What follows belongs to an exercise in optimizing a design on an open flow for small area; a production flow would make more cautious choices.
At most, simulation tests tie the RTL to the original design; equivalence was not proved.
The flow treats the clock pin as an ideal source. Dropping or thinning the clock tree relies on that and would not hold on a real chip.
Power is estimated from default activity; no workload was simulated.

==> flow/design.v (excerpt) <==
module caa (
    input  wire        clk,
    input  wire        rst,
    input  wire        cmd_valid,
    input  wire [23:0] cmd,
    output wire [15:0] cursor_o,
    output wire [15:0] csum_o,
    output wire [15:0] total_o,
    output wire [7:0]  rec_len_o,
    output wire [15:0] rec_addr_o,
    output wire [15:0] rec_csum_o,
    output wire        rec_valid_o,
    output wire [23:0] status_o,
    output wire        err_o,
    output wire [23:0] fcmd_o
);
Settings: LEC_CHECK=0, CAP_MARGIN=20, CORE_MARGIN=2, CORE_UTILIZATION=60, SLEW_MARGIN=20, SYNTH_HIERARCHICAL=1; clock period 5.0 ns.
standard.sh (not shown) runs the stock make flow with config.mk's settings and CLKGATE_MAP_FILE= SYNTH_SCRIPT=/design/flow/synth_recipe.tcl, a recipe that flattens the netlist after the stock synthesis.
==> flow/flow/run.sh <==
#!/bin/bash
# The standard ORFS layout (standard.sh) with two changes: small port
# buffers (buf_1) and, in place of TritonCTS, the two-level clock tree of
# flow/cts_pre.tcl. ORFS writes each tool's log under orfs/logs; make's own
# output goes to standard.log.
set -e
bash standard.sh BUFFER_PORTS_ARGS="-buffer_cell sky130_fd_sc_hd__buf_1" \
  PRE_CTS_TCL="$PWD/flow/cts_pre.tcl" CTS_CLK_NET=clk CTS_K=4 \
  CTS_LEAF_BUF=sky130_fd_sc_hd__clkbuf_16 CTS_ROOT_BUF="sky130_fd_sc_hd__clkbuf_8" \
  finish > standard.log 2>&1
Other scripts of this flow, unchanged in this note and not shown: flow/flow/cts_pre.tcl
The first run went through all stages and came out clean.
Next try:
- CORE_UTILIZATION: 60 -> 40
=> Routed wire length is higher by 8.0%. Cell count climbs by 6.3%. Worst setup slack gains 41 ps. Fmax went up by 0.84%. Register-to-register slack improves by 70 ps. Sequential share of layout area went down by 0.37 points. Flip-flop and latch count is unchanged. Synthesized area stays the same.
No functional check of the RTL was part of any run of this note. In every run of this note, the design's own scripts or RTL, not TritonCTS, make the clock network.

========
Another version of the RTL of caa (not shown whole).
For scale: about 930 cells after synthesis, roughly 130 flip-flops, roughly 6800 um2 of cells after synthesis.
Settings: LEC_CHECK=0, ABC_AREA=1, CAP_MARGIN=20, CORE_MARGIN=2, CORE_UTILIZATION=40, SLEW_MARGIN=20, SYNTH_HIERARCHICAL=1; clock period 5.0 ns.
==> flow/flow/run.sh <==
#!/bin/bash
# Standard ORFS layout (the standard.sh), with small port buffers and a
# clock tree of small buffers without dummy loads. ORFS writes each tool's
# log under orfs/logs; make's own output goes to standard.log.
set -e
bash standard.sh BUFFER_PORTS_ARGS="-buffer_cell sky130_fd_sc_hd__buf_1" \
  CTS_ARGS="-sink_clustering_enable -repair_clock_nets -dont_use_dummy_load -buf_list sky130_fd_sc_hd__clkbuf_8 -sink_clustering_size 30" \
  finish > standard.log 2>&1
Rerun with:
--- a/flow/flow/run.sh
+++ b/flow/flow/run.sh
@@ -7 +7 @@
-  CTS_ARGS="-sink_clustering_enable -repair_clock_nets -dont_use_dummy_load -buf_list sky130_fd_sc_hd__clkbuf_8 -sink_clustering_size 30" \
+  CTS_ARGS="-sink_clustering_enable -repair_clock_nets -dont_use_dummy_load -buf_list {sky130_fd_sc_hd__clkbuf_4 sky130_fd_sc_hd__clkbuf_8} -sink_clustering_size 30" \
ABC_AREA = default   (was 1)
After rerunning:
- via count came out lower by 11%
- global-route usage came out higher by 2.1 points
- critical path depth came out lower by 2
- core utilization came out higher by 0.36 points
- cell area came out lower by 4.8%
- cell count came out lower by 26%
- combinational power came out higher by about 4%
- non-clock buffer count came out higher by 2
- routed wire length came out higher by 4.8%
Rerun with:
--- a/flow/flow/run.sh
+++ b/flow/flow/run.sh
@@ -7 +7 @@
-  CTS_ARGS="-sink_clustering_enable -repair_clock_nets -dont_use_dummy_load -buf_list {sky130_fd_sc_hd__clkbuf_4 sky130_fd_sc_hd__clkbuf_8} -sink_clustering_size 30" \
+  CTS_ARGS="-sink_clustering_enable -repair_clock_nets -dont_use_dummy_load -buf_list sky130_fd_sc_hd__clkbuf_8 -sink_clustering_max_diameter 300 -sink_clustering_size 40" \
=> The new run passed the timing, DRC and antenna checks; die area stays the same; register-to-register slack stays flat; worst setup slack does not change; clock power stays flat; synthesized cell count is unchanged; design area is unchanged; first-iteration DRC count does not change; core utilization is unchanged; fmax does not change; count of clock-buffer cells in the layout stays the same; cell count does not change.
Rerun with:
--- a/flow/flow/run.sh
+++ b/flow/flow/run.sh
@@ -7 +7 @@
-  CTS_ARGS="-sink_clustering_enable -repair_clock_nets -dont_use_dummy_load -buf_list sky130_fd_sc_hd__clkbuf_8 -sink_clustering_max_diameter 300 -sink_clustering_size 40" \
+  CTS_ARGS="-sink_clustering_enable -repair_clock_nets -dont_use_dummy_load -buf_list sky130_fd_sc_hd__clkbuf_8 -sink_clustering_size 30" \
- clock power stays flat
- area after synthesis is unchanged
- design area does not change
- wire length stays the same
- sequential power stays flat
- cell count stays the same
- synthesized cell count does not change
- global-route usage does not change

## what the ideal ports hide
The results above use ideal ports. As a check the final layouts listed here were re-extracted and re-timed, cells and wires unchanged.
Step 1: set_driving_cell puts a clkbuf_16 on clk and a buf_2 on each other input, an assumption about the parent block.
Step 2 times the ports against the registers' clock, not the clock port: input delays grow and output delays shrink by t, the midpoint of the rising clock arrivals with the driver on.
a / b / c = ideal / step 1 / step 2; a / b = the first two.
| run | t, ns | setup slack, ns | worst setup path after step 2 | latest minus earliest clock arrival (ns) |
|---|---|---|---|---|
| the first run of note 1 | 0.414 | 0.134 / 0.148 / -0.266 | input to register | 0.018 / 0.018 |
| the second run of note 1 | 0.419 | 0.175 / 0.188 / -0.232 | input to register | 0.013 / 0.013 |
| the first run of note 2 | 0.477 | 0.225 / 0.238 / -0.239 | input to register | 0.023 / 0.023 |
| the second run of note 2 | 0.473 | 0.204 / 0.211 / -0.254 | input to register | 0.030 / 0.030 |
| the third run of note 2 | 0.473 | 0.204 / 0.211 / -0.254 | input to register | 0.030 / 0.030 |
| the fourth run of note 2 | 0.473 | 0.204 / 0.211 / -0.254 | input to register | 0.030 / 0.030 |
Met with ideal ports but missed after step 2: setup timing in every run listed. For the first run of note 2, which loses most, drivers alone change the setup slack by +0.013 ns; drivers and shift together by -0.464 ns.
